This is an optimization exercise on Yosys and OpenROAD, whose aim is small area, a short achievable clock period and few clock cycles, not a production implementation.
Where RTL was checked, it was by simulation tests only, not by an equivalence proof against the original.
Power is estimated from default activity; no workload was simulated.

==> flow/design.v <==
module xvcd_clkdiv (
    input  wire        clk,
    input  wire        rst,           
    input  wire        in_valid,
    output wire        in_ready,
    input  wire [31:0] in_hz,         
    input  wire        in_hs,         
    output reg         out_valid,
    input  wire        out_ready,
    output wire [15:0] out_divisor,
    output wire [31:0] out_achieved,  
    output reg         out_base_high,
    output reg         out_clamped,
    output reg         out_err        
);
    localparam [22:0] M_STD = 23'd5_999_999;    
    localparam [1:0] S_WAIT = 2'd0,     
                     S_DIV1 = 2'd1,     
                     S_DIV2 = 2'd2;     
    reg  [1:0]  state;
    reg  [22:0] rem;         
    reg  [22:0] den;         
    reg  [18:0] quo;         
    reg  [4:0]  cnt;         
    reg         m_bit;       
    reg         r_small;       
    reg         use_tab;     
    wire waiting = (state == S_WAIT);
    assign in_ready     = waiting && (!out_valid || out_ready);
    wire accept         = in_valid && in_ready;
    assign out_divisor  = den[15:0];
    reg [24:0] tab;
    always @(*) begin
        if (out_base_high)
            tab = den[2] ? 25'd6_000_000 :
                  den[1] ? (den[0] ? 25'd7_500_000  : 25'd10_000_000)
                         : (den[0] ? 25'd15_000_000 : 25'd30_000_000);
        else if (den[3])
            tab = den[2] ? (den[1] ? (den[0] ? 25'd375_000 : 25'd400_000)
                                   : (den[0] ? 25'd428_572 : 25'd461_539))
                         : (den[1] ? (den[0] ? 25'd500_000 : 25'd545_455)
                                   : (den[0] ? 25'd600_000 : 25'd666_667));
        else
            tab = den[2] ? (den[1] ? (den[0] ? 25'd750_000   : 25'd857_143)
                                   : (den[0] ? 25'd1_000_000 : 25'd1_200_000))
                         : (den[1] ? (den[0] ? 25'd1_500_000 : 25'd2_000_000)
                                   : (den[0] ? 25'd3_000_000 : 25'd6_000_000));
    end
    assign out_achieved = {7'd0, use_tab ? tab : {6'd0, quo}};
    wire [18:0] inc_c;
    assign inc_c[0] = 1'b1;
    genvar g;
    generate
        for (g = 0; g < 18; g = g + 1) begin : g_inc
            assign inc_c[g + 1] = &quo[g:0];
        end
    endgenerate
    wire [17:0] quo_inc = quo[17:0] ^ inc_c[17:0];
    function automatic ge_c(input [31:0] x, input [31:0] c);
        integer j;
        reg     r;
        begin
            r = 1'b1;
            for (j = 0; j < 32; j = j + 1)
                r = c[j] ? (x[j] & r) : (x[j] | r);
            ge_c = r;
        end
    endfunction
    wire ge_92    = ge_c(in_hz, 32'd92);
    wire ge_2457  = ge_c(in_hz, 32'd2457);
    wire ge_6m    = ge_c(in_hz, 32'd6_000_000);
    wire gt_6m    = ge_c(in_hz, 32'd6_000_001);
    wire gt_30m   = ge_c(in_hz, 32'd30_000_001);
    wire ge_30m   = ge_c(in_hz, 32'd30_000_000);
    wire ge_15m   = ge_c(in_hz, 32'd15_000_000);
    wire ge_10m   = ge_c(in_hz, 32'd10_000_000);
    wire ge_7m5   = ge_c(in_hz, 32'd7_500_000);
    wire high     = in_hs & gt_6m;
    wire [2:0] hdiv = ge_30m ? 3'd0 : ge_15m ? 3'd1 : ge_10m ? 3'd2 :
                      ge_7m5 ? 3'd3 : 3'd4;
    wire [22:0] lz_in = waiting ? in_hz[22:0] : {3'd0, quo, 1'b1};
    wire [23:0] above;                        
    assign above[23] = 1'b0;
    generate
        for (g = 22; g >= 0; g = g - 1) begin : g_above
            assign above[g] = above[g + 1] | lz_in[g];
        end
    endgenerate
    wire [22:0] lead = lz_in & ~above[23:1];   
    reg [4:0]  k_start;
    reg [22:0] rem_init;
    reg        m_init;
    integer    i;
    always @(*) begin
        k_start  = 5'd0;
        rem_init = 23'd0;
        m_init   = 1'b0;
        for (i = 0; i < 23; i = i + 1) begin
            k_start  = k_start  | ({5{lead[i]}} & (5'd22 - i[4:0]));
            rem_init = rem_init | ({23{lead[i]}} & (M_STD >> (23 - i)));
            m_init   = m_init   | (lead[i] & M_STD[22 - i]);
        end
    end
    wire [4:0]  cnt_dec = cnt - 5'd1;
    wire [23:0] rem_sh  = {rem, m_bit};
    wire [25:0] rem_add = {1'b0, rem_sh, 1'b1} + {2'b11, ~den, state != S_DIV2};
    wire [24:0] rem_sub = rem_add[25:1];
    wire        q_bit   = !rem_sub[24];
    wire [22:0] rem_nxt = q_bit ? rem_sub[22:0] : rem_sh[22:0];
    wire [18:0] q_next  = {quo[17:0], q_bit};
    wire [18:0] q_fin   = q_bit ? {quo_inc, 1'b0} : {quo[17:0], 1'b1};
    wire        last    = (cnt == 5'd0);
    wire        big_q   = (quo[18:3] != 16'd0);    
    wire        start2  = (state == S_DIV1) && last && big_q && !r_small;
    always @(posedge clk) begin
        if (waiting || start2) begin
            rem   <= rem_init;
            cnt   <= k_start;
            m_bit <= m_init;
        end else begin
            rem   <= rem_nxt;
            cnt   <= cnt_dec;
            m_bit <= M_STD[cnt_dec];
        end
    end
    always @(posedge clk) begin
        if (rst) begin
            state     <= S_WAIT;
            out_valid <= 1'b0;
        end else begin
            case (state)
            S_WAIT: begin
                if (out_ready)
                    out_valid <= 1'b0;
                if (accept) begin
                    quo           <= 19'd0;
                    den           <= in_hz[22:0];
                    r_small         <= !ge_2457;
                    use_tab       <= 1'b1;
                    out_err       <= !ge_92;
                    out_base_high <= high;
                    out_clamped   <= in_hs ? gt_30m : gt_6m;
                    if (!ge_92) begin
                        out_valid <= 1'b1;
                    end else if (ge_6m) begin
                        den       <= high ? {20'd0, hdiv} : 23'd0;
                        out_valid <= 1'b1;
                    end else begin
                        state     <= S_DIV1;
                    end
                end
            end
            S_DIV1: begin
                if (last) begin
                    den <= q_next[15:0];
                    if (start2) begin
                        quo   <= 19'd0;
                        state <= S_DIV2;
                    end else begin
                        quo       <= den[18:0];
                        use_tab   <= !r_small;
                        out_valid <= 1'b1;
                        state     <= S_WAIT;
                    end
                end else begin
                    quo <= q_next;
                end
            end
            default: begin   
                quo <= q_next;
                if (last) begin
                    quo       <= q_fin;
                    use_tab   <= 1'b0;
                    out_valid <= 1'b1;
                    state     <= S_WAIT;
                end
            end
            endcase
        end
    end
endmodule
export LEC_CHECK = 0
export ABC_CLOCK_PERIOD_IN_PS = 3500
export CAP_MARGIN = 20
export CORE_MARGIN = 2
export CORE_UTILIZATION = 40
export PLACE_DENSITY = 0.6
export SETUP_SLACK_MARGIN = 4.5
export SLEW_MARGIN = 20
create_clock -name core_clock -period 8.0 [get_ports {clk}]
run.sh (not shown) runs the stock make flow with config.mk's settings and CLKGATE_MAP_FILE= SYNTH_SCRIPT=/design/flow/synth_recipe.tcl, a recipe that flattens the netlist after the stock synthesis.
Testbench counts at the start, summed over its fixed seeds: cycles 14,514.
Edit:
--- a/flow/design.v
+++ b/flow/design.v
@@ -14,9 +14,10 @@
     output reg         out_err        
 );
     localparam [22:0] M_STD = 23'd5_999_999;    
-    localparam [1:0] S_WAIT = 2'd0,     
-                     S_DIV1 = 2'd1,     
-                     S_DIV2 = 2'd2;     
+    localparam [1:0] S_WAIT  = 2'd0,    
+                     S_SETUP = 2'd3,    
+                     S_DIV1  = 2'd1,    
+                     S_DIV2  = 2'd2;    
     reg  [1:0]  state;
     reg  [22:0] rem;         
     reg  [22:0] den;         
@@ -78,7 +79,8 @@
     wire high     = in_hs & gt_6m;
     wire [2:0] hdiv = ge_30m ? 3'd0 : ge_15m ? 3'd1 : ge_10m ? 3'd2 :
                       ge_7m5 ? 3'd3 : 3'd4;
-    wire [22:0] lz_in = waiting ? in_hz[22:0] : {3'd0, quo, 1'b1};
+    wire        setup = (state == S_SETUP);
+    wire [22:0] lz_in = setup ? den : {3'd0, quo, 1'b1};
     wire [23:0] above;                        
     assign above[23] = 1'b0;
     generate
@@ -113,7 +115,7 @@
     wire        big_q   = (quo[18:3] != 16'd0);    
     wire        start2  = (state == S_DIV1) && last && big_q && !r_small;
     always @(posedge clk) begin
-        if (waiting || start2) begin
+        if (setup || start2) begin
             rem   <= rem_init;
             cnt   <= k_start;
             m_bit <= m_init;
@@ -146,9 +148,12 @@
                         den       <= high ? {20'd0, hdiv} : 23'd0;
                         out_valid <= 1'b1;
                     end else begin
-                        state     <= S_DIV1;
+                        state     <= S_SETUP;
                     end
                 end
+            end
+            S_SETUP: begin
+                state <= S_DIV1;
             end
             S_DIV1: begin
                 if (last) begin
The changed run ran to the end with no violations.
Routed wire length is lower by 7.3%.
Non-clock buffer count is lower by 16.
Worst setup slack is better by 0.11 ns.
Clock power is lower by 6.2%.
Utilization is lower by 0.79 points.
Final area is lower by 1.2%.
Maximum frequency is higher by 3.0%.
Via count is higher by about 0.7%.
Final cell count is higher by about 3%.
Clock skew is higher by 0.0068 ns.
Synthesized cell count is higher by about 2.2%.
Hold slack is worse by 0.0049 ns.
For the second run of this note, only the layout was checked, not whether the RTL still works.

## static timing again, ports no longer ideal
No port has a modelled driver above. Below, the same layouts with a new extraction and two added sets of constraints.
Step 1: set_driving_cell puts a clkbuf_16 on clk and a buf_2 on each other input, an assumption about the parent block.
Step 2 moves the port delays by t, midway between the first and last clock arrival at a register: inputs arrive t later, outputs are due t later. That takes back most of the time a late clock gives input paths.
a / b / c = no drivers / after step 1 / after step 2; a / b = the first two.
run	t (ns)	slack for setup (ns)	worst slew at a driven data input, ns	cell pins on the clock port's net
the first run	0.399	4.113 / 4.065 / 4.131	0.06	1
the second run	0.393	4.226 / 4.184 / 4.004	0.04	1
After both steps every run listed still meets setup and hold. The setup slack of the second run, which loses most, moves by -0.042 ns with the drivers and by -0.222 ns with both steps.
